Background: an optimization exercise with open tools, aiming at small area, a short achievable clock period and few clock cycles per item. Do not read the settings as production practice. Function was checked by simulation only, so behaviour that the tests miss may differ from the original. No activity file was given, so power comes from the tool's default toggle rates.

==> design.v <==
module hdu_plane_dec (
    input  wire        clk,
    input  wire        rst,           
    input  wire        tab_we,
    input  wire [4:0]  tab_addr,      
    input  wire [4:0]  tab_len,
    input  wire [15:0] tab_code,
    input  wire        start,
    input  wire [15:0] cfg_cols,
    input  wire [15:0] cfg_rows,
    input  wire [23:0] cfg_psize,     
    input  wire [15:0] cfg_seed,
    input  wire        in_valid,
    input  wire [7:0]  in_data,
    output wire        in_ready,
    output wire        out_valid,
    output wire [15:0] out_sample,
    input  wire        out_ready,
    output reg         done,
    output reg  [3:0]  err_cause,
    output reg  [2:0]  err_sub,
    output reg  [26:0] pos
);
    localparam NTAB = 20;
    localparam C_NONE  = 4'd0, C_TRUNC = 4'd3, C_TABLE = 4'd4, C_STREAM = 4'd5;
    localparam T_LEAF_ON_PATH = 3'd1, T_INTERNAL_AT_LEAF = 3'd2, T_DUPLICATE = 3'd3,
               T_BAD_LENGTH   = 3'd4, T_NO_SENTINEL      = 3'd5;
    localparam S_UNDEF_LEAF = 3'd1, S_ABSENT = 3'd2, S_BAD_SIZE = 3'd3,
               S_OVERFLOW   = 3'd4, S_BAD_SEED = 3'd5;
    localparam ST_IDLE = 3'd0,
               ST_CHK  = 3'd1,    
               ST_RDB  = 3'd2,    
               ST_RDL  = 3'd3,    
               ST_RCK  = 3'd4,    
               ST_RUN  = 3'd5,    
               ST_SER  = 3'd6,    
               ST_END  = 3'd7;    
    localparam K_SENT = 3'd0;
    reg [2:0]  state;
    reg [4:0]  tlen  [0:NTAB-1];
    reg [15:0] tcode [0:NTAB-1];
    reg        wq_we;
    reg [4:0]  wq_addr;
    reg [4:0]  wq_len;
    reg [39:0] buf_q;
    reg [5:0]  cnt;
    wire [15:0] win   = buf_q[39:24];
    wire [31:0] top32 = buf_q[39:8];
    reg [4:0]  chk_next;
    reg        evt;
    reg [2:0]  evt_kind;
    reg [4:0]  t;             
    reg [4:0]      wl;        
    reg [4:0]      vi;        
    reg            vo;
    reg        seed_ok, empty;
    reg [15:0] cols, col, rowrem;
    reg [23:0] rem;           
    reg        rem_z;         
    reg [7:0]  ib;            
    reg        ib_v;
    reg        e_big, e_tr, e_ser;
    reg [4:0]  lsel_q;
    reg        s2_valid;
    reg [15:0] s2_v;          
    reg [4:0]  s2_s;
    reg [5:0]  s2_c;
    reg        s2_seedp;
    reg        s2_top;        
    reg [5:0]  pc;            
    reg        halt;          
    reg        o_valid;
    reg [15:0] o_sample;
    assign out_valid  = o_valid;
    assign out_sample = o_sample;
    function [15:0] top_mask(input [4:0] n);
        begin
            if (n >= 5'd16)
                top_mask = 16'hffff;
            else
                top_mask = ~(16'hffff >> n);
        end
    endfunction
    function [NTAB-1:0] thermo(input [4:0] n);
        integer i;
        begin
            for (i = 0; i < NTAB; i = i + 1)
                thermo[i] = (i < n);
        end
    endfunction
    function [NTAB-1:0] onehot(input [4:0] n);
        integer i;
        begin
            for (i = 0; i < NTAB; i = i + 1)
                onehot[i] = (i == n);
        end
    endfunction
    wire [15:0]     wm = top_mask(wl);
    wire [NTAB-1:0] vq = vo ? onehot(vi) : thermo(vi);
    reg [NTAB-1:0] hit;
    integer k;
    always @(*) begin
        for (k = 0; k < NTAB; k = k + 1)
            hit[k] = (((tcode[k] ^ win) & top_mask(tlen[k]) & wm) == 16'd0) && vq[k];
    end
    wire any_hit = |hit;
    reg [4:0] lsel;
    reg [4:0] ssel;
    always @(*) begin
        lsel = 5'd0;
        ssel = 5'd0;
        for (k = 0; k < NTAB; k = k + 1) begin
            lsel = lsel | (hit[k] ? tlen[k] : 5'd0);
            ssel = ssel | (hit[k] ? k[4:0] : 5'd0);
        end
    end
    wire mchk = wq_we || (state == ST_RCK);
    wire [4:0] idx = wq_we ? wq_addr : chk_next;
    wire [2:0] ck_kind = (wq_len == 5'd0)  ? K_SENT :
                         (wq_len > 5'd16)  ? T_BAD_LENGTH :
                         (lsel < wq_len)   ? T_LEAF_ON_PATH :
                         (lsel == wq_len)  ? T_DUPLICATE : T_INTERNAL_AT_LEAF;
    wire       ck_evt  = (wq_len == 5'd0) || (wq_len > 5'd16) || any_hit;
    reg [5:0]  csel;
    reg [5:0]  ck;
    always @(*) begin
        csel = 6'd0;
        for (k = 0; k < NTAB; k = k + 1) begin
            ck   = {1'b0, tlen[k]} + k;
            csel = csel | (hit[k] ? ck : 6'd0);
        end
    end
    wire [5:0] c      = csel;
    wire       big    = hit[17] | hit[18] | hit[19];
    wire       ok_c   = any_hit && !big && (c <= cnt);
    wire       ok_l   = any_hit && ({1'b0, lsel} <= cnt);
    wire       exhausted = rem_z && !ib_v;
    wire       last_col  = (col == cols);
    wire       last1     = last_col && (rowrem == 16'd1);
    wire [63:0] vsh   = {32'd0, top32} << c;
    wire [15:0] v_raw = vsh[47:32];
    wire        v_top = (ssel != 5'd0) && top32[5'd31 - lsel];
    wire [15:0] s_mask = ~(16'hffff << s2_s);
    wire [16:0] x      = s2_top ? {1'b0, s2_v & s_mask} : {1'b1, s2_v | ~s_mask};
    wire [15:0] pred   = s2_seedp ? 16'd512 : o_sample;
    wire [17:0] sum    = {2'b00, pred} + {x[16], x} + {17'd0, ~s2_top};
    wire        ovf    = sum[17:16] != 2'b00;
    wire s3_free = !o_valid || out_ready;
    wire s2_go   = s2_valid && s3_free && !halt;
    wire s2_free = !s2_valid || s3_free;
    wire fire = (state == ST_RUN) && ok_c && s2_free;
    wire go_ok = seed_ok && evt && (evt_kind == K_SENT) && !empty && (chk_next != 5'd0);
    wire merge = ib_v && (cnt <= 6'd32);
    assign in_ready = !rem_z &&
                      (((state == ST_RUN) && (!ib_v || (cnt <= 6'd32))) ||
                       ((state == ST_CHK) && !wq_we && go_ok));
    wire take = in_ready && in_valid;
    reg [39:0] pre;
    integer j, b;
    always @(*) begin
        pre = buf_q;
        for (j = 0; j < 40; j = j + 1)
            for (b = 0; b < 8; b = b + 1)
                if (32 - j + b >= 0 && 32 - j + b <= 32)
                    if (merge && cnt == 32 - j + b)
                        pre[j] = pre[j] | ib[b];
    end
    wire [39:0] shifted = pre << c;
    wire end_ready = !o_valid || out_ready;
    wire [26:0] pos_step = halt     ? ~{21'd0, pc} + 27'd1 :
                           s2_valid ? {21'd0, s2_c} : {22'd0, t};
    wire [26:0] pos_next = pos + pos_step;
    always @(posedge clk) begin
        if (wq_we) begin
            tlen[wq_addr]  <= wq_len;
            tcode[wq_addr] <= buf_q[23:8];
        end
    end
    always @(posedge clk) begin
        done <= 1'b0;
        wl   <= 5'd16;
        if (s2_go) begin
            o_valid  <= !ovf;
            o_sample <= sum[15:0];
            pos      <= pos_next;
            pc       <= s2_c;
        end else if (out_ready)
            o_valid  <= 1'b0;
        if (state == ST_RUN && s2_free) begin
            s2_v     <= v_raw;
            s2_s     <= ssel;
            s2_c     <= c;
            s2_top   <= v_top;
            s2_seedp <= (col[15:2] == 14'd0) && !(col[1] && col[0]);
        end
        if (fire)
            s2_valid <= 1'b1;
        else if (s2_go)
            s2_valid <= 1'b0;
        e_big  <= (state == ST_RUN) && ok_l && big;
        e_tr   <= (state == ST_RUN) && ok_l && !big && (c > cnt) && exhausted;
        e_ser  <= (state == ST_RUN) && !ok_l && (exhausted || cnt >= 6'd16);
        lsel_q <= lsel;
        if (state == ST_IDLE) begin
            if (tab_we) begin
                buf_q[39:24] <= tab_code << (5'd16 - tab_len);
                buf_q[23:8]  <= tab_code << (5'd16 - tab_len);
            end
        end else if (state == ST_CHK) begin
            buf_q <= {in_data & {8{take}}, 32'd0};
            cnt   <= take ? 6'd8 : 6'd0;
        end else if (state == ST_RDB) begin
            if (!any_hit)
                buf_q[39 - t] <= 1'b1;
        end else if (state == ST_RUN) begin
            buf_q <= fire ? shifted : pre;
            cnt   <= fire ? cnt + (merge ? 6'd8 : 6'd0) - c : cnt + (merge ? 6'd8 : 6'd0);
        end
        if (take) begin
            rem   <= rem - 24'd1;
            rem_z <= (rem == 24'd1);
        end
        if (state == ST_RUN && take) begin
            ib   <= in_data;
            ib_v <= 1'b1;
        end else if (merge && state == ST_RUN)
            ib_v <= 1'b0;
        wq_we   <= tab_we && (tab_addr < NTAB) && (state == ST_IDLE);
        if (state == ST_IDLE) begin
            wq_addr <= tab_addr;
            wq_len  <= tab_len;
        end
        if (state == ST_IDLE && tab_we) begin
            wl <= tab_len;
            vi <= tab_addr; vo <= 1'b0;
        end
        if (mchk && (idx <= chk_next)) begin
            evt      <= ck_evt;
            evt_kind <= ck_kind;
            chk_next <= ck_evt ? idx : idx + 5'd1;
        end
        case (state)
        ST_IDLE: begin
            if (start) begin
                cols    <= cfg_cols;
                rowrem  <= cfg_rows;
                col     <= 16'd1;
                rem     <= cfg_psize;
                rem_z   <= (cfg_psize == 24'd0);
                ib_v    <= 1'b0;
                cnt     <= 6'd0;
                seed_ok <= (cfg_seed == 16'd512);
                empty   <= (cfg_rows == 16'd0) || (cfg_cols == 16'd0);
                pos     <= 27'd0;
                state   <= ST_CHK;
            end
        end
        ST_CHK: begin
            if (!wq_we) begin
                if (!seed_ok) begin
                    err_cause <= C_STREAM; err_sub <= S_BAD_SEED; pos <= 27'd0;
                    done <= 1'b1; state <= ST_IDLE;
                end else if (evt) begin
                    if (evt_kind != K_SENT) begin
                        err_cause <= C_TABLE; err_sub <= evt_kind; pos <= {22'd0, chk_next};
                        done <= 1'b1; state <= ST_IDLE;
                    end else if (empty) begin
                        err_cause <= C_NONE; err_sub <= 3'd0; pos <= 27'd0;
                        done <= 1'b1; state <= ST_IDLE;
                    end else if (chk_next == 5'd0) begin
                        err_cause <= C_STREAM; err_sub <= S_UNDEF_LEAF; pos <= 27'd0;
                        done <= 1'b1; state <= ST_IDLE;
                    end else begin
                        vi    <= chk_next; vo <= 1'b0;
                        state <= ST_RUN;
                    end
                end else if (chk_next == NTAB) begin
                    err_cause <= C_TABLE; err_sub <= T_NO_SENTINEL; pos <= NTAB;
                    done <= 1'b1; state <= ST_IDLE;
                end else begin
                    buf_q <= 40'd0;
                    t     <= 5'd0;
                    wl    <= 5'd1;
                    vi    <= chk_next; vo <= 1'b1;
                    state <= ST_RDB;
                end
            end
        end
        ST_RDB: begin
            t <= t + 5'd1;
            if (t == 5'd15)
                state <= ST_RDL;
            else
                wl <= t + 5'd2;
        end
        ST_RDL: begin
            if (t == 5'd16) begin
                wq_len <= lsel;
                t      <= 5'd17;
            end else begin
                wl    <= wq_len;
                vi    <= chk_next; vo <= 1'b0;
                state <= ST_RCK;
            end
        end
        ST_RCK: begin
            t <= 5'd0;
            if (ck_evt || chk_next == NTAB - 1)
                state <= ST_CHK;
            else begin
                buf_q <= 40'd0;
                wl    <= 5'd1;
                vi    <= chk_next + 5'd1; vo <= 1'b1;
                state <= ST_RDB;
            end
        end
        ST_RUN: begin
            if (fire) begin
                if (last_col) begin
                    col    <= 16'd1;
                    rowrem <= rowrem - 16'd1;
                end else
                    col <= col + 16'd1;
            end
            if (fire && last1) begin
                err_cause <= C_NONE; err_sub <= 3'd0; t <= 5'd0;
                state <= ST_END;
            end else if (e_big) begin
                err_cause <= C_STREAM; err_sub <= S_BAD_SIZE; t <= 5'd0;
                state <= ST_END;
            end else if (e_tr) begin
                err_cause <= C_TRUNC; err_sub <= 3'd0; t <= lsel_q;
                state <= ST_END;
            end else if (e_ser) begin
                t     <= 5'd0;
                wl    <= 5'd1;
                state <= ST_SER;
            end
        end
        ST_SER: begin
            if (exhausted && {1'b0, t} == cnt) begin
                err_cause <= C_TRUNC; err_sub <= 3'd0;
                state <= ST_END;
            end else if (!any_hit) begin
                err_cause <= C_STREAM; err_sub <= S_ABSENT;
                state <= ST_END;
            end else begin
                t  <= t + 5'd1;
                wl <= t + 5'd2;
            end
        end
        ST_END: begin
            if (halt) begin
                pos      <= pos_next;
                halt     <= 1'b0;
                s2_valid <= 1'b0;
                done     <= 1'b1;
                state    <= ST_IDLE;
            end else if (end_ready && !s2_valid) begin
                pos   <= pos_next;
                done  <= 1'b1;
                state <= ST_IDLE;
            end
        end
        endcase
        if (s2_go && ovf) begin
            err_cause <= C_STREAM; err_sub <= S_OVERFLOW;
            halt  <= 1'b1;
            state <= ST_END;
        end
        if (rst) begin
            state    <= ST_IDLE;
            done     <= 1'b0;
            o_valid  <= 1'b0;
            s2_valid <= 1'b0;
            halt     <= 1'b0;
            wq_we    <= 1'b0;
            chk_next <= 5'd0;
            evt      <= 1'b0;
        end
    end
endmodule
==> run.sh <==
#!/bin/bash
# synth_recipe.tcl (not shown) runs the flow's synth.tcl, then flattens the netlist and writes it again
# the make line also repeats each setting of config.mk as NAME=value (left out here)
make -C /OpenROAD-flow-scripts/flow DESIGN_CONFIG=/design/flow/config.mk WORK_HOME=/design/flow/orfs CLKGATE_MAP_FILE= SYNTH_SCRIPT=/design/flow/synth_recipe.tcl finish
==> config.mk <==
export PLATFORM = sky130hd
export DESIGN_NAME = hdu_plane_dec
export DESIGN_NICKNAME = hdu_plane_dec
export VERILOG_FILES = /design/flow/design.v
export SDC_FILE = /design/flow/constraint.sdc
export NUM_CORES = 4
export LEC_CHECK = 0
export CAP_MARGIN = 20
export CORE_MARGIN = 2
export CORE_UTILIZATION = 40
export SETUP_SLACK_MARGIN = 5
export SLEW_MARGIN = 20
export TNS_END_PERCENT = 10
==> constraint.sdc <==
create_clock -name core_clock -period 11.0 [get_ports {clk}]
set_input_delay 2.2000 -clock core_clock [delete_from_list [all_inputs] [get_ports {clk}]]
set_output_delay 2.2000 -clock core_clock [all_outputs]
set_load 0.01 [all_outputs]
==> results of run 1 <==
[metal layers]
layer,wire (um),global-route usage,up-vias
met2,103000,0.574,3513
met3,26400,0.0883,1042
li1,-,-,19300
met1,86100,0.459,22200
met5,23,0,-
met4,21700,0.283,4
[synth_stat cells, types with 18 or more instances]
cell | number | area share
sky130_fd_sc_hd__a21oi_1 | 303 | 0.032
sky130_fd_sc_hd__o21a_1 | 23 | 0.0037
sky130_fd_sc_hd__buf_2 | 76 | 0.0081
sky130_fd_sc_hd__a311oi_1 | 21 | 0.0039
sky130_fd_sc_hd__ha_1 | 158 | 0.042
sky130_fd_sc_hd__nand4_1 | 49 | 0.0065
sky130_fd_sc_hd__a211o_1 | 23 | 0.0043
sky130_fd_sc_hd__nand3_1 | 145 | 0.015
sky130_fd_sc_hd__o22ai_1 | 46 | 0.0061
sky130_fd_sc_hd__nor2b_1 | 57 | 0.0076
sky130_fd_sc_hd__a31oi_1 | 60 | 0.0080
sky130_fd_sc_hd__or3_1 | 34 | 0.0045
sky130_fd_sc_hd__a222oi_1 | 54 | 0.012
sky130_fd_sc_hd__a2111oi_0 | 21 | 0.0039
sky130_fd_sc_hd__a22oi_1 | 77 | 0.012
sky130_fd_sc_hd__nor3_1 | 184 | 0.020
sky130_fd_sc_hd__o211ai_1 | 33 | 0.0053
sky130_fd_sc_hd__nand2b_1 | 50 | 0.0067
sky130_fd_sc_hd__mux2_2 | 38 | 0.0091
sky130_fd_sc_hd__dfxtp_1 | 143 | 0.061
sky130_fd_sc_hd__inv_1 | 171 | 0.014
sky130_fd_sc_hd__xnor2_1 | 326 | 0.061
sky130_fd_sc_hd__mux2i_1 | 201 | 0.043
sky130_fd_sc_hd__a221o_1 | 19 | 0.0041
sky130_fd_sc_hd__and3_1 | 39 | 0.0052
sky130_fd_sc_hd__clkbuf_1 | 221 | 0.018
sky130_fd_sc_hd__and2_1 | 23 | 0.0031
sky130_fd_sc_hd__a22o_1 | 21 | 0.0039
sky130_fd_sc_hd__o221ai_1 | 22 | 0.0041
sky130_fd_sc_hd__o31ai_1 | 26 | 0.0042
sky130_fd_sc_hd__edfxtp_1 | 542 | 0.35
sky130_fd_sc_hd__nor2_1 | 316 | 0.025
sky130_fd_sc_hd__o21ai_0 | 272 | 0.029
sky130_fd_sc_hd__a21o_1 | 29 | 0.0046
sky130_fd_sc_hd__xor2_1 | 134 | 0.025
sky130_fd_sc_hd__buf_4 | 25 | 0.0040
sky130_fd_sc_hd__nand2_1 | 376 | 0.030
sky130_fd_sc_hd__a221oi_1 | 56 | 0.010
sky130_fd_sc_hd__or4_1 | 21 | 0.0034
sky130_fd_sc_hd__a211oi_1 | 115 | 0.018
sky130_fd_sc_hd__buf_1 | 18 | 0.0014
sky130_fd_sc_hd__nor4_1 | 85 | 0.011
[sequential cells by signal, summed over array words and instances (netlist names), 6 cells and up]
| signal | cells |
|---|---|
| buf_q | 40 |
| cnt | 6 |
| col | 16 |
| cols | 16 |
| ib | 8 |
| o_sample | 16 |
| pc | 6 |
| pos | 27 |
| rem | 24 |
| rowrem | 16 |
| s2_c | 6 |
| s2_v | 16 |
| tcode | 320 |
| tlen | 100 |
[final cells by class]
class | count | area [sq um] | share of cell area
repair buffers | 513 | 4770 | 0.0854
well taps | 1524 | 1910 | 0.0342
clock inverters | 54 | 727 | 0.0130
clock buffers | 96 | 2150 | 0.0384
diodes | 6 | 15.0 | 0.000269
inverters | 180 | 683 | 0.0122
flip-flops and latches | 685 | 19200 | 0.344
multi-input cells | 3738 | 26400 | 0.472
[power by group through the flow]
stage	logic [mW]	clock network (mW)	registers, mW
2_1_floorplan	2.47	0	3.25
3_3_place_gp	4.29	0	3.38
3_5_place_dp	4.26	0	3.39
4_1_cts	4.44	2.99	3.33
5_1_grt	5.02	3.09	3.31
6_report	4.97	2.98	3.31
[through the flow]
| stage | instance area [sq um] | worst slack, ps | power (mW) | hold slack [ps] |
|---|---|---|---|---|
| after floorplan | 47000 | 5020 | 5.72 | 426 |
| after global placement | 50200 | 2830 | 7.67 | 440 |
| after detailed placement | 50200 | 2650 | 7.65 | 439 |
| after CTS | 54100 | 4960 | 10.8 | 453 |
| after global routing | 55800 | 4900 | 11.4 | 475 |
| final | 55800 | 4830 | 11.3 | 454 |
[how the worst max path moves through the flow]
stage / from / endpoint / cells past startpoint
3_5_place_dp: wl[3] / buf_q[38] / 24
6_report: wl[0] / buf_q[31] / 15
2_1_floorplan: tlen[0][3] / rowrem[0] / 26
4_1_cts: wl[1] / err_sub[0] / 25
3_3_place_gp: wl[3] / buf_q[38] / 24
5_1_grt: tlen[6][3] / err_sub[0] / 25
[what timing repair did]
action,in CTS,in global routing
pin swaps,23,41
cloned,5,5
buffers inserted,58,137
gates resized for setup,109,110
hold endpoints to repair,0,0
setup endpoints to repair,124,95
[cells by family (layout without fill, tap and decap cells)]
group	Yosys count	in the layout	share of synthesized area
flops	685	685	0.408
mux	242	242	0.0530
other cells	1	7	0.0000799
simple gates	1454	1457	0.152
compound gates	1416	1416	0.208
fa+ha+maj	162	162	0.0438
xor+xnor	460	460	0.0858
buf+inv	535	843	0.0493
==> out/qor.log, run 1 <==
qor: worst_setup_path.rr_worst_depth 15
qor: worst_setup_path.critPathBufInv 3
qor: detailed_routing.routed-via-count 46,100
qor: cts.cts_hold_buf 0
qor: die.floorplan.io_pins 165
qor: worst_setup_path.reg2reg_from wl[0]
qor: power_and_ir_drop.irDropWorstVdd 0.125 mV
qor: logic_synthesis.yosys_register_bits 685
qor: die.chipHeight 347 um
qor: min_path.min_delay_worst_endpoint pc[2]
qor: placement.post-place-cells 6,433
qor: timing.finalSetupViolCount 0
qor: worst_setup_path.rrSetupSlack 4830 ps
qor: global_routing.overflow 0
qor: detailed_routing.wl_per_cell 34.9 um
qor: logic_synthesis.synth_edf_count 542
qor: power_and_ir_drop.power.share.switching 0.433
qor: layout.post_route_cells_drive_above_1_share 0.140
qor: logic_synthesis.ys_dominant_reg_cell sky130_fd_sc_hd__edfxtp_1
qor: worst_setup_path.worst_path_most_repeated_cell sky130_fd_sc_hd__buf_4
qor: global_routing.grt_pass1_wl 324 mm
qor: worst_setup_path.setup.worst_path.end_class flip-flop
qor: detailed_routing.drt-total-wl 237 mm
qor: worst_setup_path.critical-path-max-stage-delay 870 ps
qor: die.fp.coreArea 116,000 sq um
qor: timing.timing.fmax 162 MHz
qor: worst_setup_path.worst_path_dominant_cell_family simple AND/OR/NAND/NOR gates
qor: global_routing.global_route_usage_over_all_layers 0.375
qor: run.max_cap_viol_count 0
qor: cts.clk_transition_reported_paths 60 ps
qor: worst_setup_path.cp_slowest_cell sky130_fd_sc_hd__nor2_1
qor: placement.gp_routability_congestion 1.13
qor: worst_setup_path.critical_path.cell_chain nor2_1 -> buf_4 -> a221oi_1 -> or4_1 -> or4_4 -> nor3_4 -> buf_4 -> a222oi_1 -> nand3_1 -> or4_4 -> buf_4 -> nand2_1 -> nor2_1 -> o21ai_0 -> a311oi_1
qor: timing.timing.clock.skew 52.3 ps
qor: min_path.min_from s2_c[2]
qor: layout.fin_cells 6,796
qor: timing.final-hold-violation-count 0
qor: detailed_routing.dr.pass1.iters 10
qor: cts.cts_made_buffers 82
qor: global_routing.grt_pass1_vias 42,700
qor: worst_setup_path.rr_endpoint buf_q[31]
qor: outcome.run_status complete, no violations
qor: timing.timing_max_transition_violations_final 0
qor: cts.tritoncts_num_sinks 685
qor: power_and_ir_drop.net-switching-power 4.87 mW
qor: timing.post_route_clock_period_utilization 0.561
qor: detailed_routing.remaining_drc_errors 0
qor: layout.final.fill_count 11,100
qor: power_and_ir_drop.cellInternalPower 6.38 mW
qor: min_path.holdCritPathClass reg2reg
qor: worst_setup_path.crit_path_category reg2reg
qor: timing.rel_slew_slack 0.212
qor: power_and_ir_drop.power.static_leakage 19.6 nW
qor: logic_synthesis.post_synth.cell_area_avg 9.48 sq um
qor: cts.clock-root-buffer sky130_fd_sc_hd__clkbuf_16
qor: detailed_routing.via_per_inst 6.78
qor: die.die_w 347 um
qor: logic_synthesis.synth_cells 4,955
qor: logic_synthesis.mappedNetlistNets 5,229
qor: worst_setup_path.crit_arrival 6730 ps
qor: cts.cts-root-to-sink-buffers 3
qor: detailed_routing.drt_first_iter_violations 6,813
qor: placement.port-buffer-count 163
qor: power_and_ir_drop.p_seq_frac 0.294
qor: power_and_ir_drop.combinational_fraction_of_design_power 0.442
qor: logic_synthesis.synthArstFlopShare 0
qor: layout.flow.area_growth_from_synthesis 18.9%
qor: die.start_util 0.403
qor: global_routing.grt_max_degree 68
qor: min_path.hold_path_depth 0
qor: logic_synthesis.synth.cell_area 47,000 sq um
qor: timing.unrepaired_setup_endpoints_after_global_routing yes
qor: power_and_ir_drop.share_of_total_power_in_the_clock_network 0.264
qor: cts.cts_htree_levels 3
qor: timing.min_period 6170 ps
qor: layout.finalNetCount 5,474
qor: die.design.die.area 120,000 sq um
qor: layout.layout.core_utilization 0.480
qor: timing.worst-slew-pin-transition 1170 ps
qor: logic_synthesis.ys.warnings.count 1
qor: timing.tns 0 ps
qor: power_and_ir_drop.power_density 202 nW/um^2
qor: logic_synthesis.netlist-cell-type-count 110
qor: worst_setup_path.cp_max_fo 34
qor: placement.dp_hpwl 161 mm
qor: layout.final_common_cell sky130_fd_sc_hd__edfxtp_1
qor: worst_setup_path.worst_ep_required 11,560 ps
qor: worst_setup_path.critical_path.startpoint_type flip-flop
qor: global_routing.grt_antenna_before_repair 15
qor: detailed_routing.number_of_routed_nets_with_antenna_violations 0
qor: layout.mostFrequentLayoutCells 542 x sky130_fd_sc_hd__edfxtp_1, 369 x sky130_fd_sc_hd__nand2_1, 326 x sky130_fd_sc_hd__xnor2_1, 302 x sky130_fd_sc_hd__a21oi_1, 295 x sky130_fd_sc_hd__buf_4
qor: cts.clock_latency 700 ps
qor: logic_synthesis.seq_area_frac_synth 0.408
qor: cts.clock_tree_from_tritoncts done
qor: die.rows 125
Testbench counts, summed over its fixed seeds: cycles 18,543, samples 16,047.
==> inputs of run 2 (changes only) <==
--- a/design.v
+++ b/design.v
@@ -122,14 +122,5 @@
                          (lsel == wq_len)  ? T_DUPLICATE : T_INTERNAL_AT_LEAF;
     wire       ck_evt  = (wq_len == 5'd0) || (wq_len > 5'd16) || any_hit;
-    reg [5:0]  csel;
-    reg [5:0]  ck;
-    always @(*) begin
-        csel = 6'd0;
-        for (k = 0; k < NTAB; k = k + 1) begin
-            ck   = {1'b0, tlen[k]} + k;
-            csel = csel | (hit[k] ? ck : 6'd0);
-        end
-    end
-    wire [5:0] c      = csel;
+    wire [5:0] c      = {1'b0, lsel} + {1'b0, ssel};
     wire       big    = hit[17] | hit[18] | hit[19];
     wire       ok_c   = any_hit && !big && (c <= cnt);
--- a/config.mk
+++ b/config.mk
@@ -11,3 +11,2 @@
 export SETUP_SLACK_MARGIN = 5
 export SLEW_MARGIN = 20
-export TNS_END_PERCENT = 10
==> out/qor.log, run 2 <==
qor: cts.clk_transition_reported_paths 60 ps
qor: timing.fin_hold_ws 457 ps
qor: worst_setup_path.cp_slowest_cell sky130_fd_sc_hd__or4_1
qor: cts.cts_htree_levels 3
qor: worst_setup_path.setup.worst_path.end_class flip-flop
qor: logic_synthesis.synth_cells 4,832
qor: layout.flow.area_growth_from_synthesis 22.3%
qor: timing.post_route_clock_period_utilization 0.569
qor: worst_setup_path.critical_path.startpoint_type flip-flop
qor: layout.final_common_cell sky130_fd_sc_hd__edfxtp_1
qor: detailed_routing.wl_per_cell 31.2 um
qor: worst_setup_path.critical-path-max-stage-delay 640 ps
qor: worst_setup_path.crit_path_category reg2reg
qor: logic_synthesis.synth_largest_area_cell sky130_fd_sc_hd__edfxtp_1
qor: power_and_ir_drop.combinational_fraction_of_design_power 0.549
qor: die.floorplan.io_pins 165
qor: logic_synthesis.synthArstFlopShare 0
qor: timing.timing.fmax 160 MHz
qor: logic_synthesis.yosys_register_bits 685
qor: timing.timing.clock.skew 35.6 ps
qor: worst_setup_path.crit_arrival 6800 ps
qor: run.max_cap_viol_count 0
qor: global_routing.grt_max_degree 66
qor: worst_setup_path.critPathBufInv 6
qor: layout.fin_cells 6,630
qor: logic_synthesis.ys_dominant_reg_cell sky130_fd_sc_hd__edfxtp_1
qor: layout.largest_reg_flops 320
qor: detailed_routing.drt-total-wl 207 mm
qor: die.design.die.area 117,000 sq um
qor: global_routing.grt_pass1_wl 290 mm
qor: power_and_ir_drop.total_power_consumption 14.3 mW
qor: logic_synthesis.synth_edf_count 542
qor: worst_setup_path.worst_path_dominant_cell_family simple AND/OR/NAND/NOR gates
qor: cts.tritoncts_num_sinks 685
qor: detailed_routing.drt_first_iter_violations 7,381
qor: power_and_ir_drop.power_density 257 nW/um^2
qor: global_routing.grt_pass1_vias 41,500
qor: cts.cts_hold_buf 0
qor: power_and_ir_drop.power.static_leakage 19.6 nW
qor: placement.gp_routability_congestion 1.04
qor: detailed_routing.dr.pass1.iters 9
qor: detailed_routing.via_per_inst 6.72
qor: placement.port-buffer-count 163
qor: worst_setup_path.critical_path.cell_chain or4_1 -> o21ai_0 -> o32ai_2 -> or4_4 -> nor4_4 -> buf_4 -> buf_4 -> a221oi_2 -> nand4_1 -> nor3_4 -> inv_2 -> ha_4 -> fa_2 -> buf_12 -> inv_6 -> buf_8 -> mux4_2 -> a21oi_2 -> o21ai_0 -> a21oi_1 -> o32ai_1
qor: layout.stdcell_area 55,700 sq um
qor: logic_synthesis.mappedNetlistNets 5,044
qor: detailed_routing.routed-via-count 44,500
qor: global_routing.overflow 0
qor: die.chipHeight 341 um
qor: layout.regMostFlops tcode
qor: timing.timing_max_transition_violations_final 0
qor: worst_setup_path.worst_ep_required 11,540 ps
qor: layout.layout.core_utilization 0.494
qor: power_and_ir_drop.power.share.switching 0.469
qor: die.die_w 341 um
qor: global_routing.global_route_usage_over_all_layers 0.337
qor: detailed_routing.remaining_drc_errors 0
qor: logic_synthesis.ys.warnings.count 1
qor: die.fp.coreArea 113,000 sq um
qor: cts.cts_made_buffers 81
qor: cts.clock_tree_from_tritoncts done
qor: layout.reg.largest.list tcode x320, tlen x100, buf_q x40
qor: placement.dp_hpwl 133 mm
qor: detailed_routing.number_of_routed_nets_with_antenna_violations 0
qor: layout.post_route_cells_drive_above_1_share 0.170
qor: worst_setup_path.rr_worst_depth 21
qor: placement.post-place-cells 6,228
qor: worst_setup_path.cp_max_fo 36
qor: timing.tns 0 ps
qor: timing.unrepaired_setup_endpoints_after_global_routing yes
qor: power_and_ir_drop.p_seq_frac 0.252
qor: cts.cts-root-to-sink-buffers 3
qor: min_path.holdCritPathClass reg2reg
qor: timing.setup_ws_final 4740 ps
qor: logic_synthesis.most_repeated_cell_in_the_gate_level_netlist_after_synthesis sky130_fd_sc_hd__edfxtp_1
qor: logic_synthesis.netlist-cell-type-count 110
qor: die.start_util 0.404
qor: layout.final.fill_count 10,300
qor: logic_synthesis.post_synth_main_area_contributors sky130_fd_sc_hd__edfxtp_1 36%, sky130_fd_sc_hd__dfxtp_1 6.3%, sky130_fd_sc_hd__xnor2_1 5.1%
qor: power_and_ir_drop.cellInternalPower 7.58 mW
qor: worst_setup_path.critical_path_depth 21
qor: power_and_ir_drop.irDropWorstVdd 0.155 mV
qor: power_and_ir_drop.share_of_total_power_in_the_clock_network 0.198
qor: outcome.run_status complete, no violations
qor: power_and_ir_drop.net-switching-power 6.71 mW
qor: global_routing.grt_antenna_before_repair 6
qor: timing.finalSetupViolCount 0
qor: logic_synthesis.post_synth.cell_area_avg 9.43 sq um
qor: logic_synthesis.post-synth-top-area-fraction 0.357
qor: worst_setup_path.rrSetupSlack 4740 ps
qor: layout.finalNetCount 5,270
qor: logic_synthesis.seq_area_frac_synth 0.420
qor: die.rows 123
qor: timing.worst-slew-pin-transition 1270 ps
qor: layout.mostFrequentLayoutCells 542 x sky130_fd_sc_hd__edfxtp_1, 364 x sky130_fd_sc_hd__nand2_1, 323 x sky130_fd_sc_hd__a21oi_1, 310 x sky130_fd_sc_hd__nor2_1, 302 x sky130_fd_sc_hd__o21ai_0
qor: logic_synthesis.synth.cell_area 45,600 sq um
qor: cts.clock_latency 700 ps
qor: placement.dp_worst_setup_slack 1960 ps
qor: placement.place_area 48,600 sq um
qor: timing.min_period 6260 ps
qor: timing.rel_slew_slack 0.148
qor: cts.clock-root-buffer sky130_fd_sc_hd__clkbuf_16
qor: timing.final-hold-violation-count 0
qor: min_path.hold_path_depth 0
qor: logic_synthesis.synthTopCellsByCount 542 x sky130_fd_sc_hd__edfxtp_1, 371 x sky130_fd_sc_hd__nand2_1, 351 x sky130_fd_sc_hd__a21oi_1
run 2: layout make-up:
cell class	instances	area, sq um	share of cell area
clock inverters	47	528	0.00948
well taps	1500	1880	0.0337
diodes	6	15.0	0.000270
flip-flops and latches	685	19200	0.345
repair buffers	534	5460	0.0981
clock buffers	102	2210	0.0397
inverters	92	364	0.00654
multi-input cells	3663	26000	0.467
repair inverters	1	5.00	0.0000899
run 2: timing repair:
item                                   4_1_cts  5_1_grt
buffers inserted                           150       75
pin swaps                                   45       93
cloned                                      13        9
setup endpoints to repair                  132      100
resized for setup                          215      215
endpoints found under the hold margin        0        0
run 2: routing by layer:
| layer | global-route usage | wire (um) |
|---|---|---|
| met3 | 0.0840 | 24900 |
| met1 | 0.427 | 76600 |
| met4 | 0.213 | 16200 |
| met5 | 0 | 11 |
| met2 | 0.516 | 89300 |
run 2: power by group through the flow:
stage	Sequential, mW	Combinational, mW	Clock (mW)
after floorplan	3.52	3.95	0
after global placement	3.78	6.15	0
after detailed placement	3.78	6.13	0
after CTS	3.58	6.97	2.85
after global routing	3.61	8.07	2.94
final	3.61	7.85	2.83
run 2: path summary, 6_finish.rpt:
check,start,endpoint
worst max-delay path,tlen[9][1],buf_q[27]
worst min-delay path,s2_c[0],pc[0]
worst max register to register,tlen[9][1],buf_q[27]
worst min register to register,s2_c[0],pc[0]
run 2: worst register-to-register path, cell delays in order (launching register included):
cell and delay [ps]:
sky130_fd_sc_hd__edfxtp_1 460, sky130_fd_sc_hd__or4_1 640, sky130_fd_sc_hd__o21ai_0 270, sky130_fd_sc_hd__o32ai_2 130, sky130_fd_sc_hd__or4_4 570, sky130_fd_sc_hd__nor4_4 150
sky130_fd_sc_hd__buf_4 190, sky130_fd_sc_hd__buf_4 160, sky130_fd_sc_hd__a221oi_2 70, sky130_fd_sc_hd__nand4_1 190, sky130_fd_sc_hd__nor3_4 90, sky130_fd_sc_hd__inv_2 90
sky130_fd_sc_hd__ha_4 140, sky130_fd_sc_hd__fa_2 520, sky130_fd_sc_hd__buf_12 230, sky130_fd_sc_hd__inv_6 220, sky130_fd_sc_hd__buf_8 280, sky130_fd_sc_hd__mux4_2 620
sky130_fd_sc_hd__a21oi_2 420, sky130_fd_sc_hd__o21ai_0 320, sky130_fd_sc_hd__a21oi_1 270, sky130_fd_sc_hd__o32ai_1 90
run 2: logic make-up (layout without fill, tap and decap cells):
group                      after synthesis  count (layout)  synth area share
AOI/OAI and AO/OA                     1476            1477             0.218
and+or+nand+nor                       1456            1458             0.159
DFF                                    685             685             0.420
buffers and inverters                  487             776            0.0453
xor gates and xnor gates               447             447            0.0859
muxes                                  180             180            0.0437
adders and majority gates              100             100            0.0283
other                                    1               7         0.0000823
Testbench counts of run 2, summed over its fixed seeds: cycles 18,543, samples 16,047.
==> inputs of run 3 (changes only) <==
--- a/config.mk
+++ b/config.mk
@@ -9,4 +9,6 @@
 export CORE_MARGIN = 2
 export CORE_UTILIZATION = 40
+export CTS_BUF_LIST = sky130_fd_sc_hd__clkbuf_4
+export CTS_CLUSTER_SIZE = 20
 export SETUP_SLACK_MARGIN = 5
 export SLEW_MARGIN = 20
==> out/qor.log, run 3 <==
qor: logic_synthesis.synthArstFlopShare 0
qor: die.chipHeight 341 um
qor: global_routing.grt_pass1_vias 42,400
qor: logic_synthesis.synth_cells 4,832
qor: layout.flow.area_growth_from_synthesis 22.9%
qor: logic_synthesis.synth_largest_area_cell sky130_fd_sc_hd__edfxtp_1
qor: logic_synthesis.post-synth-top-area-fraction 0.357
qor: power_and_ir_drop.irDropWorstVdd 0.162 mV
qor: layout.largest_reg_flops 320
qor: logic_synthesis.seq_area_frac_synth 0.420
qor: cts.clock_latency 1210 ps
qor: detailed_routing.drt-met1-wl 76.4 mm
qor: timing.unrepaired_setup_endpoints_after_global_routing yes
qor: die.floorplan.io_pins 165
qor: logic_synthesis.synth_compound_gate_area_share 0.218
qor: detailed_routing.dr.pass1.iters 7
qor: die.die_w 341 um
qor: global_routing.overflow 0
qor: power_and_ir_drop.combinational_fraction_of_design_power 0.564
qor: placement.port-buffer-count 163
qor: power_and_ir_drop.power_density 251 nW/um^2
qor: cts.clk_transition_reported_paths 70 ps
qor: outcome.run_status complete, no violations
qor: logic_synthesis.synth-simple-area-share 0.159
qor: worst_setup_path.cp_slowest_cell sky130_fd_sc_hd__dfxtp_4
qor: placement.dp_hpwl 133 mm
qor: detailed_routing.wl_met2 89.3 mm
qor: logic_synthesis.ys_dominant_reg_cell sky130_fd_sc_hd__edfxtp_1
qor: logic_synthesis.ys.warnings.count 1
qor: worst_setup_path.crit_arrival 7290 ps
qor: detailed_routing.routed-via-count 45,300
qor: logic_synthesis.mappedNetlistNets 5,044
qor: global_routing.grt_max_degree 66
qor: timing.finalSetupViolCount 0
qor: timing.timing.clock.skew 106 ps
qor: power_and_ir_drop.power.static_leakage 19.9 nW
qor: logic_synthesis.post_synth_main_area_contributors sky130_fd_sc_hd__edfxtp_1 36%, sky130_fd_sc_hd__dfxtp_1 6.3%, sky130_fd_sc_hd__xnor2_1 5.1%
qor: layout.regMostFlops tcode
qor: layout.post_route_cells_drive_above_1_share 0.207
qor: logic_synthesis.post_synth.cell_area_avg 9.43 sq um
qor: timing.min_period 6310 ps
qor: worst_setup_path.worst_ep_required 11,980 ps
qor: global_routing.grt_pass1_wl 293 mm
qor: placement.gp_routability_congestion 1.04
qor: worst_setup_path.cp_max_fo 6
qor: min_path.holdCritPathClass reg2reg
qor: logic_synthesis.synthTopCellsByCount 542 x sky130_fd_sc_hd__edfxtp_1, 371 x sky130_fd_sc_hd__nand2_1, 351 x sky130_fd_sc_hd__a21oi_1
qor: global_routing.grt_antenna_before_repair 10
qor: logic_synthesis.netlist-cell-type-count 110
qor: layout.area.sequential 19,200 sq um
qor: run.max_cap_viol_count 0
qor: logic_synthesis.main_combinational_cell_family_by_area_after_synthesis compound AO/OA/AOI/OAI gates
qor: die.design.die.area 117,000 sq um
qor: timing.timing.fmax 158 MHz
qor: layout.reg.largest.list tcode x320, tlen x100, buf_q x40
qor: cts.tritoncts_num_sinks 685
qor: detailed_routing.drt-total-wl 209 mm
qor: timing.final-hold-violation-count 0
qor: worst_setup_path.critical-path-max-stage-delay 410 ps
qor: timing.tns 0 ps
qor: worst_setup_path.crit_path_category reg2reg
qor: power_and_ir_drop.net-switching-power 6.78 mW
qor: cts.cts-root-to-sink-buffers 3
qor: worst_setup_path.setup.worst_path.end_class flip-flop
qor: layout.final_common_cell sky130_fd_sc_hd__edfxtp_1
qor: logic_synthesis.most_repeated_cell_in_the_gate_level_netlist_after_synthesis sky130_fd_sc_hd__edfxtp_1
qor: worst_setup_path.critical_path.startpoint_type flip-flop
qor: layout.finalNetCount 5,394
qor: placement.dp_worst_setup_slack 1960 ps
qor: cts.cts_hold_buf 0
qor: cts.clock_tree_from_tritoncts done
qor: logic_synthesis.synth_edf_count 542
qor: layout.mostFrequentLayoutCells 542 x sky130_fd_sc_hd__edfxtp_1, 362 x sky130_fd_sc_hd__nand2_1, 317 x sky130_fd_sc_hd__a21oi_1, 309 x sky130_fd_sc_hd__nor2_1, 295 x sky130_fd_sc_hd__o21ai_0
qor: worst_setup_path.rrSetupSlack 4690 ps
qor: cts.cts_made_buffers 191
qor: cts.clock-root-buffer sky130_fd_sc_hd__clkbuf_4
qor: logic_synthesis.yosys_register_bits 685
qor: logic_synthesis.synth_fa_ha_area_frac 0.0283
qor: timing.rel_slew_slack 0.237
qor: power_and_ir_drop.power.share.switching 0.483
qor: detailed_routing.via_per_inst 6.61
qor: timing.setup_ws_final 4690 ps
qor: layout.final.fill_count 10,400
qor: die.fp.coreArea 113,000 sq um
qor: timing.post_route_clock_period_utilization 0.574
qor: logic_synthesis.post_synth_xor_area_fraction 0.0859
qor: logic_synthesis.synth.cell_area 45,600 sq um
qor: timing.worst-slew-pin-transition 1140 ps
qor: global_routing.global_route_usage_over_all_layers 0.341
qor: die.start_util 0.404
qor: power_and_ir_drop.share_of_total_power_in_the_clock_network 0.179
qor: power_and_ir_drop.total_power_consumption 14.0 mW
qor: layout.multiInputGateArea 26,200 sq um
qor: detailed_routing.drt_first_iter_violations 7,507
qor: detailed_routing.remaining_drc_errors 0
qor: layout.layout.core_utilization 0.497
qor: cts.cts_htree_levels 4
qor: detailed_routing.maxUsedRoutingLayer met5
qor: detailed_routing.number_of_routed_nets_with_antenna_violations 0
qor: die.rows 123
qor: power_and_ir_drop.p_seq_frac 0.257
qor: detailed_routing.wl_per_cell 30.5 um
qor: timing.timing_max_transition_violations_final 0
qor: power_and_ir_drop.cellInternalPower 7.25 mW
qor: logic_synthesis.synth.area.mux_share 0.0437
qor: detailed_routing.wl_met3 26.0 mm
[run 3: cell counts after synthesis]
No cell type changed its count.
[run 3: final cells by class]
| class | count | area share |
|---|---|---|
| flip-flops and latches | 685 | 0.343 |
| repair buffers | 548 | 0.102 |
| clock buffers | 286 | 0.0383 |
| diodes | 11 | 0.000492 |
| clock inverters | 59 | 0.00733 |
| multi-input cells | 3663 | 0.468 |
| well taps | 1500 | 0.0335 |
| repair inverters | 1 | 0.0000894 |
| inverters | 92 | 0.00646 |
[run 3: path summary, 6_finish.rpt]
kind / from / endpoint / depth (start not counted)
max: wl[4] / buf_q[8] / 31
min: s2_c[0] / pc[0] / 0
max reg2reg: wl[4] / buf_q[8] / 31
min reg2reg: s2_c[0] / pc[0] / 0
[run 3: critical path, delay by kind of cell, from the launching register on]
kind | cells | cell delay (ps)
AO/OA/AOI/OAI | 12 | 2300
buffers and inverters | 8 | 1050
adder cells (fa/ha/maj) | 3 | 730
XOR/XNOR | 1 | 180
AND/OR/NAND/NOR | 7 | 1360
flip-flops | 1 | 410
[run 3: cells by family (layout without fill, tap and decap cells)]
group | Yosys count | in the layout
buffers and inverters | 487 | 986
AND/OR/NAND/NOR | 1456 | 1459
multiplexers | 180 | 180
other | 1 | 12
adder cells (fa/ha/maj) | 100 | 100
XOR/XNOR | 447 | 447
flip-flops | 685 | 685
AO/OA/AOI/OAI | 1476 | 1476
[run 3: timing repair]
item	4_1_cts	5_1_grt
buffers inserted	135	102
resized for setup	271	223
gates cloned	20	4
endpoints found under the hold margin	0	0
pin swaps	73	105
setup endpoints to repair	133	105
[run 3: power by group through the flow]
stage / combinational (mW) / clock (mW) / sequential (mW)
floorplan: 3.95 / 0 / 3.52
global placement: 6.15 / 0 / 3.78
detailed placement: 6.13 / 0 / 3.78
CTS: 7.02 / 2.54 / 3.59
global route: 8.13 / 2.67 / 3.62
finish: 7.91 / 2.51 / 3.61
[run 3: metrics by stage]
| step | area [sq um] | std cells | hold WS (ps) |
|---|---|---|---|
| 2_1_floorplan | 45800 | 4832 | 426 |
| 3_3_place_gp | 48500 | 6226 | 463 |
| 3_5_place_dp | 48600 | 6228 | 445 |
| 4_1_cts | 53900 | 6728 | 450 |
| 5_1_grt | 56000 | 6838 | 466 |
| 6_report | 56000 | 6845 | 457 |
[run 3: per-layer routing]
layer | vias up | GRT usage
li1 | 19200 | -
met1 | 21500 | 0.427
met2 | 3523 | 0.514
met3 | 1039 | 0.0963
met4 | 6 | 0.223
met5 | - | 0
==> inputs of run 4 (changes only) <==
--- a/design.v
+++ b/design.v
@@ -122,7 +122,19 @@
                          (lsel == wq_len)  ? T_DUPLICATE : T_INTERNAL_AT_LEAF;
     wire       ck_evt  = (wq_len == 5'd0) || (wq_len > 5'd16) || any_hit;
-    wire [5:0] c      = {1'b0, lsel} + {1'b0, ssel};
+    reg [5:0]  csel;
+    reg        ok_c;
+    reg [5:0]  ck;
+    always @(*) begin
+        csel = 6'd0;
+        ok_c = 1'b0;
+        for (k = 0; k < NTAB; k = k + 1) begin
+            ck   = {1'b0, tlen[k]} + k;
+            csel = csel | (hit[k] ? ck : 6'd0);
+            if (k <= 16)
+                ok_c = ok_c | (hit[k] && (ck <= cnt));
+        end
+    end
+    wire [5:0] c      = csel;
     wire       big    = hit[17] | hit[18] | hit[19];
-    wire       ok_c   = any_hit && !big && (c <= cnt);
     wire       ok_l   = any_hit && ({1'b0, lsel} <= cnt);
     wire       exhausted = rem_z && !ib_v;
--- a/config.mk
+++ b/config.mk
@@ -9,6 +9,4 @@
 export CORE_MARGIN = 2
 export CORE_UTILIZATION = 40
-export CTS_BUF_LIST = sky130_fd_sc_hd__clkbuf_4
-export CTS_CLUSTER_SIZE = 20
 export SETUP_SLACK_MARGIN = 5
 export SLEW_MARGIN = 20
==> out/qor.log, run 4 <==
qor: cts.cts_made_buffers 83
qor: cts.clock_latency 690 ps
qor: worst_setup_path.critical_path.startpoint_type flip-flop
qor: logic_synthesis.synth_largest_area_cell sky130_fd_sc_hd__edfxtp_1
qor: run.max_cap_viol_count 0
qor: global_routing.global_route.usage.met3 0.0844
qor: worst_setup_path.cp_max_fo 24
qor: layout.post_route_cells_drive_above_1_share 0.0958
qor: cts.clock_tree_from_tritoncts done
qor: global_routing.gr-max-usage-layer met2
qor: global_routing.use_met1 0.456
qor: detailed_routing.remaining_drc_errors 0
qor: logic_synthesis.post-synth-top-area-fraction 0.336
qor: die.rows 127
qor: layout.fin_cells 6,853
qor: cts.cts-root-to-sink-buffers 3
qor: die.fp.coreArea 120,000 sq um
qor: min_path.holdCritPathClass reg2reg
qor: logic_synthesis.post_synth_main_area_contributors sky130_fd_sc_hd__edfxtp_1 34%, sky130_fd_sc_hd__ha_1 6.7%, sky130_fd_sc_hd__xnor2_1 6.0%
qor: cts.cts_htree_levels 3
qor: layout.final.fill_count 11,500
qor: layout.area.sequential 19,200 sq um
qor: worst_setup_path.crit_path_category reg2reg
qor: placement.dp_hpwl 158 mm
qor: logic_synthesis.ys.warnings.count 1
qor: logic_synthesis.netlist-cell-type-count 108
qor: cts.clk_transition_reported_paths 60 ps
qor: timing.finalSetupViolCount 0
qor: die.floorplan.io_pins 165
qor: outcome.run_status complete, no violations
qor: placement.post-place-cells 6,670
qor: worst_setup_path.cp_slowest_cell sky130_fd_sc_hd__nand2b_1
qor: placement.port-buffer-count 163
qor: logic_synthesis.synth_edf_count 542
qor: die.start_util 0.403
qor: global_routing.global_route_usage_over_all_layers 0.360
qor: worst_setup_path.reg2reg_from wl[4]
qor: layout.multiInputGateArea 27,400 sq um
qor: worst_setup_path.crit_arrival 6730 ps
qor: logic_synthesis.seq_area_frac_synth 0.395
qor: detailed_routing.via_per_inst 6.70
qor: detailed_routing.wl_per_cell 33.3 um
qor: power_and_ir_drop.power_density 251 nW/um^2
qor: global_routing.grt_max_degree 72
qor: logic_synthesis.synthArstFlopShare 0
qor: timing.tns 0 ps
qor: cts.tritoncts_num_sinks 685
qor: logic_synthesis.most_repeated_cell_in_the_gate_level_netlist_after_synthesis sky130_fd_sc_hd__edfxtp_1
qor: detailed_routing.dr.pass1.iters 10
qor: worst_setup_path.launch_point_of_the_critical_path wl[4]
qor: power_and_ir_drop.power.static_leakage 19.4 nW
qor: logic_synthesis.synth.cell_area 48,400 sq um
qor: logic_synthesis.yosys_register_bits 685
qor: worst_setup_path.critical-path-max-stage-delay 790 ps
qor: timing.timing.clock.skew 36.1 ps
qor: global_routing.grt_pass1_wl 319 mm
qor: power_and_ir_drop.total_power_consumption 13.8 mW
qor: timing.final-hold-violation-count 0
qor: timing.post_route_clock_period_utilization 0.554
qor: detailed_routing.drt-total-wl 228 mm
qor: detailed_routing.number_of_routed_nets_with_antenna_violations 0
qor: worst_setup_path.worst_ep_required 11,630 ps
qor: logic_synthesis.synth_cells 5,102
qor: layout.reg.largest.list tcode x320, tlen x100, buf_q x40
qor: power_and_ir_drop.irDropWorstVdd 0.198 mV
qor: layout.regMostFlops tcode
qor: timing.timing_max_transition_violations_final 0
qor: detailed_routing.routed-via-count 45,900
qor: global_routing.grt_antenna_before_repair 9
qor: timing.setup_ws_final 4900 ps
qor: detailed_routing.drt_first_iter_violations 6,936
qor: logic_synthesis.ys_dominant_reg_cell sky130_fd_sc_hd__edfxtp_1
qor: die.die_w 352 um
qor: timing.rel_slew_slack 0.189
qor: global_routing.overflow 0
qor: logic_synthesis.mappedNetlistNets 5,477
qor: layout.largest_reg_flops 320
qor: logic_synthesis.synthTopCellsByCount 542 x sky130_fd_sc_hd__edfxtp_1, 381 x sky130_fd_sc_hd__nand2_1, 371 x sky130_fd_sc_hd__nor2_1
qor: placement.gp_routability_congestion 1.08
qor: timing.timing.fmax 164 MHz
qor: timing.worst-slew-pin-transition 1210 ps
qor: min_path.min_from err_sub[2]
qor: layout.final_common_cell sky130_fd_sc_hd__edfxtp_1
qor: worst_setup_path.critical_path.cell_chain buf_12 -> nand2b_1 -> o211ai_1 -> nand4_1 -> nor4_2 -> buf_4 -> a222oi_1 -> nand2_1 -> nor4_2 -> buf_4 -> inv_2 -> ha_1 -> and4_1 -> a311oi_1 -> and4_1
qor: global_routing.met2_usage 0.546
qor: die.design.die.area 124,000 sq um
qor: placement.dp_worst_setup_slack 3600 ps
qor: logic_synthesis.post_synth.cell_area_avg 9.49 sq um
qor: layout.finalNetCount 5,546
qor: layout.flow.area_growth_from_synthesis 13.6%
qor: timing.min_period 6100 ps
qor: die.chipHeight 352 um
qor: cts.clock-root-buffer sky130_fd_sc_hd__clkbuf_16
qor: layout.mostFrequentLayoutCells 542 x sky130_fd_sc_hd__edfxtp_1, 374 x sky130_fd_sc_hd__nand2_1, 346 x sky130_fd_sc_hd__nor2_1, 330 x sky130_fd_sc_hd__xnor2_1, 293 x sky130_fd_sc_hd__a21oi_1
qor: timing.unrepaired_setup_endpoints_after_global_routing yes
qor: global_routing.grt_pass1_vias 43,300
qor: worst_setup_path.setup.worst_path.end_class flip-flop
## run 4: cell count changes after synthesis, sizes merged, moves of 51 or more
cell | previous run | this run
a21oi | 351 | 296
a22oi | 29 | 80
ha | 95 | 259
inv | 90 | 179
mux2i | 129 | 187
o22ai | 29 | 86
xnor2 | 266 | 330
xor2 | 181 | 129
## run 4: through the flow
stage / hold slack [ps] / instance area, sq um / utilization
after floorplan: 426 / 48400 / -
after global placement: 469 / 51700 / 0.431
after detailed placement: 469 / 51700 / 0.431
after CTS: 493 / 54700 / 0.456
after global routing: 519 / 55000 / 0.458
final: 493 / 55000 / 0.458
## run 4: layer usage
| layer | vias to the layer above | share of wire |
|---|---|---|
| met5 | - | 0.00010 |
| met4 | 4 | 0.081 |
| met3 | 903 | 0.11 |
| met2 | 3258 | 0.43 |
| met1 | 22300 | 0.38 |
| li1 | 19500 | - |
## run 4: final cells by class
| cell class | count | share of cell area |
|---|---|---|
| Tap cell | 1612 | 0.0367 |
| Clock buffer | 109 | 0.0411 |
| Antenna cell | 3 | 0.000137 |
| Sequential cell | 685 | 0.349 |
| Timing Repair Buffer | 332 | 0.0547 |
| Inverter | 184 | 0.0127 |
| Multi-Input combinational cell | 3885 | 0.498 |
| Clock inverter | 43 | 0.00776 |
## run 4: kinds of logic after synthesis
family,synth area share
simple gates,0.147
compound gates,0.205
flops,0.395
buf+inv,0.0475
xor+xnor,0.0831
fa+ha+maj,0.0686
mux,0.0529
other cells,0.0000775
## run 4: critical path: cells and delay by family, from the launching register on
| kind | cells | cell delay, ps |
|---|---|---|
| buffers and inverters | 4 | 1300 |
| AND/OR/NAND/NOR | 7 | 2380 |
| AO/OA/AOI/OAI | 3 | 1350 |
| adder cells (fa/ha/maj) | 1 | 420 |
| flip-flops | 1 | 520 |
## run 4: where the power goes
group          internal (mW)  leakage, nW  switching (mW)
Sequential              3.29         6.16           0.449
Combinational           2.18         11.9            5.09
Clock                   1.59         1.30            1.19
Total                   7.07         19.4            6.73
## run 4: timing repair
action                     in CTS  in global routing
setup endpoints to repair     102                 45
gates cloned                    0                  1
resized for setup              45                 32
pin swaps                       7                  2
setup buffers                  18                  8
hold buffers                    0                  0
## run 4: final timing paths
kind                endpoint  slack [ps]  depth (start not counted)
hold / removal    err_sub[2]         490                          2
setup reg to reg        e_tr        4900                         15
setup / recovery        e_tr        4900                         15
hold reg to reg   err_sub[2]         490                          2
Testbench counts of run 4, summed over its fixed seeds: cycles 18,543, samples 16,047.
==> inputs of run 5 (changes only) <==
--- a/design.v
+++ b/design.v
@@ -123,18 +123,15 @@
     wire       ck_evt  = (wq_len == 5'd0) || (wq_len > 5'd16) || any_hit;
     reg [5:0]  csel;
-    reg        ok_c;
     reg [5:0]  ck;
     always @(*) begin
         csel = 6'd0;
-        ok_c = 1'b0;
         for (k = 0; k < NTAB; k = k + 1) begin
             ck   = {1'b0, tlen[k]} + k;
             csel = csel | (hit[k] ? ck : 6'd0);
-            if (k <= 16)
-                ok_c = ok_c | (hit[k] && (ck <= cnt));
         end
     end
     wire [5:0] c      = csel;
     wire       big    = hit[17] | hit[18] | hit[19];
+    wire       ok_c   = any_hit && !big && (c <= cnt);
     wire       ok_l   = any_hit && ({1'b0, lsel} <= cnt);
     wire       exhausted = rem_z && !ib_v;
--- a/config.mk
+++ b/config.mk
@@ -8,5 +8,6 @@
 export CAP_MARGIN = 20
 export CORE_MARGIN = 2
-export CORE_UTILIZATION = 40
+export CORE_UTILIZATION = 50
+export PLACE_DENSITY = 0.75
 export SETUP_SLACK_MARGIN = 5
 export SLEW_MARGIN = 20
==> out/qor.log, run 5 <==
qor: cts.tritoncts_num_sinks 685
qor: cts.clock-root-buffer sky130_fd_sc_hd__clkbuf_16
qor: cts.clock_tree_from_tritoncts done
qor: layout.layout.core_utilization 0.590
qor: placement.port-buffer-count 163
qor: worst_setup_path.crit_path_category reg2reg
qor: logic_synthesis.ys.warnings.count 1
qor: die.start_util 0.504
qor: die.design.die.area 96,400 sq um
qor: detailed_routing.wl_per_cell 35.5 um
qor: run.max_cap_viol_count 0
qor: timing.min_period 6030 ps
qor: placement.post-place-cells 6,175
qor: logic_synthesis.synth_cells 4,955
qor: worst_setup_path.setup.worst_path.end_class flip-flop
qor: logic_synthesis.synth.cell_area 47,000 sq um
qor: timing.post_route_clock_period_utilization 0.548
qor: cts.clk_transition_reported_paths 60 ps
qor: detailed_routing.drt_first_iter_violations 8,226
qor: timing.unrepaired_setup_endpoints_after_global_routing no
qor: worst_setup_path.critical-path-max-stage-delay 700 ps
qor: layout.fin_cells 6,510
qor: die.die_w 310 um
qor: logic_synthesis.post_synth_main_area_contributors sky130_fd_sc_hd__edfxtp_1 35%, sky130_fd_sc_hd__dfxtp_1 6.1%, sky130_fd_sc_hd__xnor2_1 6.1%
qor: logic_synthesis.ys_dominant_reg_cell sky130_fd_sc_hd__edfxtp_1
qor: placement.dp_hpwl 159 mm
qor: logic_synthesis.netlist-cell-type-count 110
qor: timing.timing.clock.skew 32.2 ps
qor: timing.final-hold-violation-count 0
qor: detailed_routing.dr.pass1.iters 15
qor: worst_setup_path.cp_slowest_cell sky130_fd_sc_hd__nor4_1
qor: die.rows 112
qor: worst_setup_path.rrSetupSlack 4970 ps
qor: placement.place_area 49,900 sq um
qor: logic_synthesis.most_repeated_cell_in_the_gate_level_netlist_after_synthesis sky130_fd_sc_hd__edfxtp_1
qor: layout.final_common_cell sky130_fd_sc_hd__edfxtp_1
qor: detailed_routing.number_of_routed_nets_with_antenna_violations 0
qor: detailed_routing.remaining_drc_errors 0
qor: detailed_routing.routed-via-count 46,600
qor: layout.largest_reg_flops 320
qor: timing.timing.fmax 166 MHz
qor: global_routing.grt_pass1_wl 320 mm
qor: layout.post_route_cells_drive_above_1_share 0.137
qor: outcome.run_status complete, no violations
qor: global_routing.grt_antenna_before_repair 14
qor: cts.clock_latency 680 ps
qor: layout.flow.area_growth_from_synthesis 17.2%
qor: global_routing.grt_pass1_vias 43,200
qor: layout.mostFrequentLayoutCells 542 x sky130_fd_sc_hd__edfxtp_1, 368 x sky130_fd_sc_hd__nand2_1, 326 x sky130_fd_sc_hd__xnor2_1, 299 x sky130_fd_sc_hd__a21oi_1, 293 x sky130_fd_sc_hd__nor2_1
qor: power_and_ir_drop.power.static_leakage 19.4 nW
qor: timing.setup_ws_final 4970 ps
qor: die.chipHeight 310 um
qor: worst_setup_path.crit_arrival 6570 ps
qor: worst_setup_path.cp_max_fo 48
qor: cts.cts_hold_buf 0
qor: min_path.holdCritPathClass reg2reg
qor: logic_synthesis.yosys_register_bits 685
qor: logic_synthesis.post-synth-top-area-fraction 0.347
qor: layout.finalNetCount 5,454
qor: timing.tns 0 ps
qor: power_and_ir_drop.irDropWorstVdd 0.161 mV
qor: timing.rel_slew_slack 0.180
qor: logic_synthesis.synth_largest_area_cell sky130_fd_sc_hd__edfxtp_1
qor: die.floorplan.io_pins 165
qor: worst_setup_path.worst_ep_required 11,540 ps
qor: timing.worst-slew-pin-transition 1220 ps
qor: layout.final.fill_count 8,021
qor: placement.gp_routability_congestion 1.12
qor: global_routing.grt_max_degree 68
qor: die.fp.coreArea 93,200 sq um
qor: timing.fin_hold_ws 491 ps
qor: logic_synthesis.seq_area_frac_synth 0.408
qor: cts.cts_htree_levels 3
qor: logic_synthesis.mappedNetlistNets 5,229
qor: layout.stdcell_area 55,000 sq um
qor: worst_setup_path.critical_path.cell_chain buf_4 -> nand2_2 -> o31ai_1 -> o311ai_0 -> or4_1 -> nor4_1 -> a2111oi_2 -> nand4_1 -> or2_4 -> buf_4 -> buf_6 -> nor2_1 -> a221oi_1 -> mux2i_1 -> a221oi_1 -> o22ai_1
qor: layout.reg.largest.list tcode x320, tlen x100, buf_q x40
qor: timing.finalSetupViolCount 0
qor: layout.regMostFlops tcode
qor: cts.cts-root-to-sink-buffers 3
qor: timing.timing_max_transition_violations_final 0
qor: worst_setup_path.critical_path.startpoint_type flip-flop
qor: logic_synthesis.synthArstFlopShare 0
qor: logic_synthesis.post_synth.cell_area_avg 9.48 sq um
qor: power_and_ir_drop.total_power_consumption 11.0 mW
qor: power_and_ir_drop.power_density 200 nW/um^2
qor: logic_synthesis.synthTopCellsByCount 542 x sky130_fd_sc_hd__edfxtp_1, 376 x sky130_fd_sc_hd__nand2_1, 326 x sky130_fd_sc_hd__xnor2_1
qor: detailed_routing.via_per_inst 7.16
qor: detailed_routing.drt-total-wl 231 mm
qor: global_routing.overflow 0
qor: global_routing.global_route_usage_over_all_layers 0.467
qor: logic_synthesis.synth_edf_count 542
qor: placement.dp_worst_setup_slack 3170 ps
qor: cts.cts_made_buffers 77
==> run 5: cell families (layout without fill, tap and decap cells) <==
family                     after synthesis  in the layout  synth area share
and+or+nand+nor                       1454           1454             0.152
AOI/OAI and AO/OA                     1416           1417             0.208
DFF                                    685            685             0.408
buffers and inverters                  535            823            0.0493
xor gates and xnor gates               460            460            0.0858
muxes                                  242            242            0.0530
adders and majority gates              162            162            0.0438
other                                    1             13         0.0000799
==> run 5: layout make-up <==
cell class,count,area (sq um),share of cell area
Multi-Input combinational cell,3736,26300,0.478
Sequential cell,685,19200,0.349
Timing Repair Buffer,500,4620,0.0840
Clock buffer,90,2030,0.0368
Tap cell,1254,1570,0.0285
Inverter,180,677,0.0123
Clock inverter,53,578,0.0105
Antenna cell,12,30.0,0.000546
==> run 5: final timing paths <==
check,start,end,cells after the start
worst max-delay path,vi[1],buf_q[21],16
worst min register to register,pos[5],pos[5],2
worst max register to register,vi[1],buf_q[21],16
worst min-delay path,pos[5],pos[5],2
==> run 5: critical path: cells and delay by family (launching register included) <==
family                 cells  cell delay (ps)
AOI/OAI and AO/OA          6             2000
buffers and inverters      3              930
DFF                        1              300
muxes                      1              260
and+or+nand+nor            6             2350
==> run 5: repair_timing <==
| item | in CTS | in global routing |
|---|---|---|
| setup endpoints to repair | 117 | 100 |
| cloned | 1 | 2 |
| pin swaps | 17 | 36 |
| buffers inserted | 77 | 99 |
| gates resized for setup | 106 | 114 |
==> run 5: report_power, final <==
group / leakage (nW) / internal, mW / switching, mW
Sequential: 6.09 / 3.06 / 0.217
Combinational: 12.0 / 1.58 / 3.40
Clock: 1.28 / 1.55 / 1.18
==> run 5: layer usage <==
metal	track usage	wire, um
met1	0.569	81700
met2	0.711	98100
met3	0.128	28800
met4	0.342	22400
met5	0	56
Testbench counts of run 5, summed over its fixed seeds: cycles 18,543, samples 16,047.

==> static timing again, ports no longer ideal <==
The results above use ideal ports. As a check the final layouts listed here were re-extracted and re-timed, cells and wires unchanged.
Step 1 sets driving cells, clkbuf_16 on the clock port and buf_2 on the other inputs (assumed; they add their load-dependent delay and slew).
Step 2 also shifts input and output timing later by t, the mid clock arrival at the registers, as if the neighbouring blocks saw the same clock.
Three values: ideal ports, drivers, drivers and shift; two values: the first two.
| run | shift t [ns] | setup WS [ns] | worst setup path at the end | cell pins on the clock port's net |
|---|---|---|---|---|
| run 1 | 0.748 | 4.831 / 4.831 / 4.504 | input to register | 1 |
| run 2 | 0.761 | 4.736 / 4.736 / 4.400 | input to register | 1 |
| run 3 | 1.236 | 4.687 / 4.687 / 4.597 | input to register | 1 |
| run 4 | 0.755 | 4.902 / 4.902 / 4.902 | register to register | 1 |
| run 5 | 0.736 | 4.970 / 4.970 / 4.695 | input to register | 1 |
After both steps every run listed still meets setup and hold. For run 2, which loses most, drivers alone change the setup slack by 0.000 ns; drivers and shift together by -0.336 ns.
